Context: an optimization exercise on an open-source flow, tuned for small area. The choices shown serve that exercise and are no tape-out recipe. RTL that was checked went through simulation tests only; none was proved equivalent to the original. No activity file was given, so power comes from the tool's default toggle rates.

## raiden_core
module raiden_core (
    input  wire        clk,
    input  wire        rst,
    input  wire        req_valid,
    input  wire        req_we,
    input  wire [7:0]  req_addr,
    input  wire [31:0] req_wdata,
    output wire        rsp_valid,
    output wire [31:0] rsp_rdata,
    output wire        rsp_err,
    input  wire [7:0]  trig_in,
    input  wire        uart_rx,
    output wire        out_o,
    output wire        out_oe,
    output wire        outn_o,
    output wire        outn_oe,
    output wire        armed_o,
    output wire        fired_o,
    output wire [15:0] pull_o
);
    localparam [2:0] PG_STOPPED = 3'd0;
    localparam [2:0] PG_WAIT    = 3'd1;
    localparam [2:0] PG_PAUSE   = 3'd2;
    localparam [2:0] PG_HIGH    = 3'd3;
    localparam [2:0] PG_LOW     = 3'd4;
    localparam [2:0] D_OFF  = 3'd0;    
    localparam [2:0] D_IDLE = 3'd1;    
    localparam [2:0] D_W2   = 3'd2;    
    localparam [2:0] D_Q    = 3'd3;    
    localparam [2:0] D_DATA = 3'd4;    
    reg [31:0] cfg_pause, cfg_width, cfg_gap, cfg_count, cfg_div;
    reg [1:0]  cfg_kind;
  ...
For scale: ~1,500 cells after synthesis, ~440 flip-flops.
clock: 10.0 ns
lec_check: 0
cap_margin: 20
core_margin: 2
core_utilization: 40
slew_margin: 20
standard.sh (not shown) runs the stock make flow with config.mk's settings and CLKGATE_MAP_FILE= SYNTH_SCRIPT=/design/flow/synth_recipe.tcl, a recipe that flattens the netlist after the stock synthesis.
==> flow/flow/run.sh <==
#!/bin/bash
# Standard layout with three changes: ABC maps the logic with an
# area-oriented script (flow/area.abc, via flow/synth.tcl which wraps the standard flow's
# own synthesis script); port buffers use the smallest buffer cell; the clock
# tree is built from clkbuf_4 (sink clusters of up to 8) with no dummy loads.
set -euo pipefail
export MY_ABC_SCRIPT="$PWD/flow/area.abc"
export FLOW_SYNTH_TCL="$PWD/synth_recipe.tcl"
bash standard.sh SYNTH_SCRIPT="$PWD/flow/synth.tcl" \
  BUFFER_PORTS_ARGS="-buffer_cell sky130_fd_sc_hd__buf_1" \
  CTS_ARGS="-sink_clustering_enable -repair_clock_nets -dont_use_dummy_load -buf_list sky130_fd_sc_hd__clkbuf_4 -sink_clustering_size 8 -sink_clustering_max_diameter 60" \
  finish > flow_standard.log 2>&1
==> flow/flow/area.abc <==
&get -n
&st
&dc2
&dch -f
&nf -R 1000
&st
&dc2
&dch -f
&nf -R 1000
&put
topo
dnsize -c
==> flow/flow/synth.tcl <==
# The standard synthesis script (synth_recipe.tcl), with the ABC logic
# mapping run from flow/area.abc (an area-oriented script) instead of
# ORFS's speed script. Flip-flop mapping, flattening and naming are unchanged.
proc abc {args} {
  set i [lsearch -exact $args -script]
  if {$i >= 0} {
    lset args [expr {$i + 1}] $::env(MY_ABC_SCRIPT)
  }
  yosys abc {*}$args
}
source $::env(FLOW_SYNTH_TCL)
The first run passed the timing, design-rule and antenna checks.
==> next run, changes <==
--- a/flow/design.v
+++ b/flow/design.v
@@ -93,63 +93,64 @@
     wire arm_ok   = c_arm && !armed && !arm_cfg_bad;
     wire exe_ok   = c_exe && armed;
     wire poll_ok  = c_poll && armed && !(in_wait && !rel);
     wire disarm   = exe_ok || poll_ok || ((c_dis || c_rst) && armed);
     wire do_start = in_wait && (rel || exe_ok);
     wire cfg_rst  = rst || c_rst;
     reg        fire;
     reg [2:0]  n_det_st;
-    reg [5:0]  n_dk;
+    reg        dk_clr, dk_inc;
     reg        n_match;
     reg [2:0]  n_pg_st;
     reg [31:0] n_pg_cnt, n_pg_reps, n_pg_w, n_pg_g;
     reg        n_rel;
     reg [1:0]  n_result;
     always @* begin
         fire     = 1'b0;
         n_det_st = det_st;
-        n_dk     = dk;
+        dk_clr   = 1'b0;
+        dk_inc   = 1'b0;
         n_match  = match;
         if (det_st != D_OFF) begin
             if (resident[0]) begin
                 case (det_st)
                     D_IDLE: if (!gpio_hit) n_det_st = D_W2;
-                    D_W2:   if (gpio_hit) begin n_det_st = D_Q; n_dk = 6'd0; end
+                    D_W2:   if (gpio_hit) begin n_det_st = D_Q; dk_clr = 1'b1; end
                     D_Q:
                         if (gpio_hit) begin
                             if (dk[1:0] == 2'd2) begin
                                 fire     = 1'b1;
                                 n_det_st = D_OFF;
                             end else begin
-                                n_dk = dk + 6'd1;
+                                dk_inc = 1'b1;
                             end
                         end else begin
                             n_det_st = D_W2;
                         end
                     default: ;
                 endcase
             end else if (tick) begin
                 case (det_st)
                     D_IDLE: if (uart_rx) n_det_st = D_W2;
-                    D_W2:   if (!uart_rx) begin n_det_st = D_Q; n_dk = 6'd0; end
+                    D_W2:   if (!uart_rx) begin n_det_st = D_Q; dk_clr = 1'b1; end
                     D_Q:
                         if (dk[1:0] == 2'd3) begin
                             if (!uart_rx) begin
                                 n_det_st = D_DATA;
-                                n_dk     = 6'd0;
+                                dk_clr   = 1'b1;
                                 n_match  = 1'b1;
                             end else begin
                                 n_det_st = D_W2;
                             end
                         end else begin
-                            n_dk = dk + 6'd1;
+                            dk_inc = 1'b1;
                         end
                     D_DATA: begin
-                        n_dk = dk + 6'd1;
+                        dk_inc = 1'b1;
                         if (dk[2:0] == 3'd7) begin
                             n_match = match & bit_ok;
                             if (dk[5:3] == 3'd7) begin
                                 if (match & bit_ok) begin
                                     fire     = 1'b1;
                                     n_det_st = D_OFF;
                                 end else begin
                                     n_det_st = D_IDLE;
@@ -277,17 +278,17 @@
             rq_sel   <= (req_valid && !req_we && mapped) ? req_addr[5:2] : 4'd0;
         end
     end
     always @(posedge clk) begin
         pg_cnt  <= n_pg_cnt;
         pg_reps <= n_pg_reps;
         pg_w    <= n_pg_w;
         pg_g    <= n_pg_g;
-        dk      <= n_dk;
+        dk      <= (dk + {5'd0, dk_inc}) & ~{6{dk_clr}};
         match   <= n_match;
         if (arm_ok)
             pg_p <= cfg_pause;
         if (arm_ok) begin
             lat_byte <= (cfg_kind == 2'd1) ? {4'd0, cfg_edge, cfg_pin[2:0]} : cfg_byte;
             lat_div  <= cfg_div;
         end
     end
First-iteration DRC count shrinks by roughly a tenth.
Worst hold slack hardly moves.
Clock-buffer cell count stays the same.
Sequential power is about the same.
Fmax went down by roughly a tenth.
Worst setup slack degrades by 0.83 ns.
Global-route usage stays flat.
Final area came out lower slightly.
Routed wire length fell slightly.
Cell count goes down slightly.
Power falls slightly.
Non-clock buffer count drops by 2.
Clock skew climbs by 0.019 ns.
Via count went down by a few percent.
Only the layout flow was run in the first run of this note; the RTL was not checked for function there.

========
raiden_core, a different RTL version from the one above (not shown whole).
Size: roughly 110 I/O pins, roughly 20000 µm² of cells after synthesis.
==> flow/config.mk <==
export PLATFORM = sky130hd
export DESIGN_NAME = raiden_core
export DESIGN_NICKNAME = raiden_core
export VERILOG_FILES = /design/flow/design.v
export SDC_FILE = /design/flow/constraint.sdc
export NUM_CORES = 4
export LEC_CHECK = 0
export CAP_MARGIN = 20
export CORE_MARGIN = 2
export CORE_UTILIZATION = 40
export SLEW_MARGIN = 20
==> flow/constraint.sdc <==
create_clock -name core_clock -period 10.0 [get_ports {clk}]
set_input_delay 2.0000 -clock core_clock [delete_from_list [all_inputs] [get_ports {clk}]]
set_output_delay 2.0000 -clock core_clock [all_outputs]
set_load 0.01 [all_outputs]
==> flow/flow/run.sh <==
#!/bin/bash
# Standard layout; port buffers use the smallest buffer cell; clock tree
# built from clkbuf_4/clkbuf_8 with no dummy loads.
set -euo pipefail
bash standard.sh BUFFER_PORTS_ARGS="-buffer_cell sky130_fd_sc_hd__buf_1" \
  CTS_ARGS="-sink_clustering_enable -repair_clock_nets -dont_use_dummy_load -buf_list {sky130_fd_sc_hd__clkbuf_4 sky130_fd_sc_hd__clkbuf_8} -sink_clustering_size 12 -sink_clustering_max_diameter 40" \
  finish > flow_standard.log 2>&1
Rerun with:
--- a/flow/design.v
+++ b/flow/design.v
@@ -28,46 +28,48 @@
     localparam [2:0] D_W2   = 3'd2;    
     localparam [2:0] D_Q    = 3'd3;    
     localparam [2:0] D_DATA = 3'd4;    
     reg [31:0] cfg_pause, cfg_width, cfg_gap, cfg_count, cfg_div;
     reg [1:0]  cfg_kind;
     reg [7:0]  cfg_pin;
     reg        cfg_edge;
     reg [7:0]  cfg_byte;
     reg        cfg_out_en, cfg_inv_en;
     reg        armed, fired, rel;
     reg [2:0]  pg_st;
-    reg [31:0] pg_cnt, pg_reps, pg_w, pg_g, pg_p;
+    reg [31:0] pg_cnt, pg_reps, pg_w, pg_g;
     reg [2:0]  det_st;
     reg [5:0]  dk;
     reg        match;
+    reg [31:0] tc;
     reg [1:0]  resident;
     reg [7:0]  lat_byte;           
     reg [31:0] lat_div;
     reg [31:0] gcount;
     reg [3:0]  aux;
     reg [2:0]  result;
     reg        rq_valid, rq_err;
     reg [3:0]  rq_sel;
     wire [2:0] lat_pin  = lat_byte[2:0];
     wire       lat_edge = lat_byte[3];
     wire       gpio_hit = trig_in[lat_pin] ^ lat_edge;    
+    wire       tick     = (tc == 32'd1);
     wire       bit_ok   = (uart_rx == lat_byte[dk[5:3]]);
     wire cnt_hi0  = (pg_cnt[31:1] == 31'd0);
-    wire p0       = (pg_p == 32'd0);
-    wire cnt1     = cnt_hi0 &  pg_cnt[0];    
-    wire tick     = cnt1;
+    wire cnt0     = cnt_hi0 & ~pg_cnt[0];
+    wire cnt1     = cnt_hi0 &  pg_cnt[0];
     wire reps_hi0 = (pg_reps[31:1] == 31'd0);
     wire reps0    = reps_hi0 & ~pg_reps[0];
     wire reps1    = reps_hi0 &  pg_reps[0];
-    wire [31:0] dec_in = cnt1 ? pg_reps : pg_cnt;
+    wire uart_run = (det_st != D_OFF) && !resident[0];
+    wire [31:0] dec_in = uart_run ? tc : (cnt1 ? pg_reps : pg_cnt);
     wire [31:0] dec    = dec_in ^ ~dec_nz;
     wire [31:0] dec_nz;    
     wire [31:0] inc_c;     
     assign dec_nz[0] = 1'b0;
     assign inc_c[0]  = 1'b1;
     genvar ci;
     generate
         for (ci = 1; ci < 32; ci = ci + 1) begin : g_chain
             assign dec_nz[ci] = dec_nz[ci-1] | dec_in[ci-1];
             assign inc_c[ci]  = inc_c[ci-1] & gcount[ci-1];
         end
@@ -156,46 +158,42 @@
                     end
                     default: ;
                 endcase
             end
         end
         n_pg_st   = pg_st;
         n_pg_cnt  = pg_cnt;
         n_pg_reps = pg_reps;
         n_pg_w    = pg_w;
         n_pg_g    = pg_g;
         if (do_start) begin
-            if (!p0)         n_pg_st = PG_PAUSE;
+            if (!cnt0)       n_pg_st = PG_PAUSE;
             else if (!reps0) n_pg_st = PG_HIGH;
             else             n_pg_st = PG_STOPPED;
         end else if (cnt1) begin
             case (pg_st)
                 PG_PAUSE: n_pg_st = reps0 ? PG_STOPPED : PG_HIGH;
                 PG_HIGH:  n_pg_st = PG_LOW;
                 PG_LOW:   n_pg_st = reps1 ? PG_STOPPED : PG_HIGH;
                 default: ;
             endcase
         end
-        if (do_start)
-            n_pg_cnt = p0 ? pg_w : pg_p;
-        else if (cnt1)
-            n_pg_cnt = in_wait ? lat_div : ((pg_st == PG_HIGH) ? pg_g : pg_w);
-        else
-            n_pg_cnt = dec;
+        if (!in_wait || (do_start && cnt0))
+            n_pg_cnt = (cnt1 || in_wait) ? ((pg_st == PG_HIGH) ? pg_g : pg_w) : dec;
         if (pg_st == PG_LOW && cnt1)
             n_pg_reps = dec;
         n_rel = (rel & ~in_wait) | fire;
         if (arm_ok) begin
             n_det_st  = (cfg_kind != 2'd0) ? D_IDLE : D_OFF;
             n_pg_st   = PG_WAIT;
-            n_pg_cnt  = 32'd1;
+            n_pg_cnt  = cfg_pause;
             n_pg_reps = cfg_count;
             n_pg_w    = (cfg_width[31:2] == 30'd0) ? 32'd4 : cfg_width;
             n_pg_g    = (cfg_gap[31:2]   == 30'd0) ? 32'd4 : cfg_gap;
             n_rel     = 1'b0;
         end
         if (disarm) begin
             n_det_st = D_OFF;
             if (n_pg_st == PG_WAIT)
                 n_pg_st = PG_STOPPED;
             n_rel = 1'b0;
         end
@@ -273,24 +271,23 @@
             rq_err   <= req_valid && (!mapped || (req_we && ro_reg));
             rq_sel   <= (req_valid && !req_we && mapped) ? req_addr[5:2] : 4'd0;
         end
     end
     always @(posedge clk) begin
         pg_cnt  <= n_pg_cnt;
         pg_reps <= n_pg_reps;
         pg_w    <= n_pg_w;
         pg_g    <= n_pg_g;
         dk      <= n_dk;
         match   <= n_match;
-        if (arm_ok)
-            pg_p <= cfg_pause;
+        tc      <= arm_ok ? 32'd1 : (tick ? lat_div : dec);
         if (arm_ok) begin
             lat_byte <= (cfg_kind == 2'd1) ? {4'd0, cfg_edge, cfg_pin[2:0]} : cfg_byte;
             lat_div  <= cfg_div;
         end
     end
     reg [31:0] rd_val;
     always @* begin
         case (rq_sel)
             4'd1:  rd_val = {18'd0, resident, 1'b0, in_wait, 4'b0000,
                              fired, armed, 1'b0, result};
             4'd2:  rd_val = cfg_pause;
=>
- The changed run produced a clean layout
- clock power stays flat
- sequential power increases by about 6%
- power increases by 12%
- worst hold slack is better by 24 ps
- routed wire length increases by 1.8%
- die area increases by 1.0%
- cell area increases by 1.1%
- non-clock buffer count does not change
- via count increases by 3.1%
- cell count increases by 5.8%
- critical path depth increases by 1
- sequential share of layout area decreases by 0.64 points
- global-route usage hardly moves

## re-timing with driven ports
In the flow no input, the clock included, has a driving cell. The finished layouts below were timed again as built, in two steps. Step 1 assumes that a clkbuf_16 drives the clock port and a buf_2 every other input. Step 2 moves the port delays by t, midway between the first and last clock arrival at a register: inputs arrive t later, outputs are due t later. That takes back most of the time a late clock gives input paths. Three values: ideal ports, drivers, drivers and shift; two values: the first two.
| run | t, ns | setup slack, ns | worst hold slack (ns) |
|---|---|---|---|
| the first run of note 1 | 0.786 | 3.152 / 3.152 / 3.152 | 0.445 / 0.445 / 0.445 |
| the second run of note 1 | 0.814 | 2.318 / 2.318 / 1.617 | 0.444 / 0.444 / 0.444 |
| the first run of note 2 | 0.658 | 2.002 / 2.002 / 2.002 | 0.421 / 0.421 / 0.421 |
| the second run of note 2 | 0.649 | 1.813 / 1.813 / 1.813 | 0.445 / 0.445 / 0.445 |
After both steps every run listed still meets setup and hold. For the second run of note 1, which loses most, drivers alone change the setup slack by 0.000 ns; drivers and shift together by -0.701 ns.
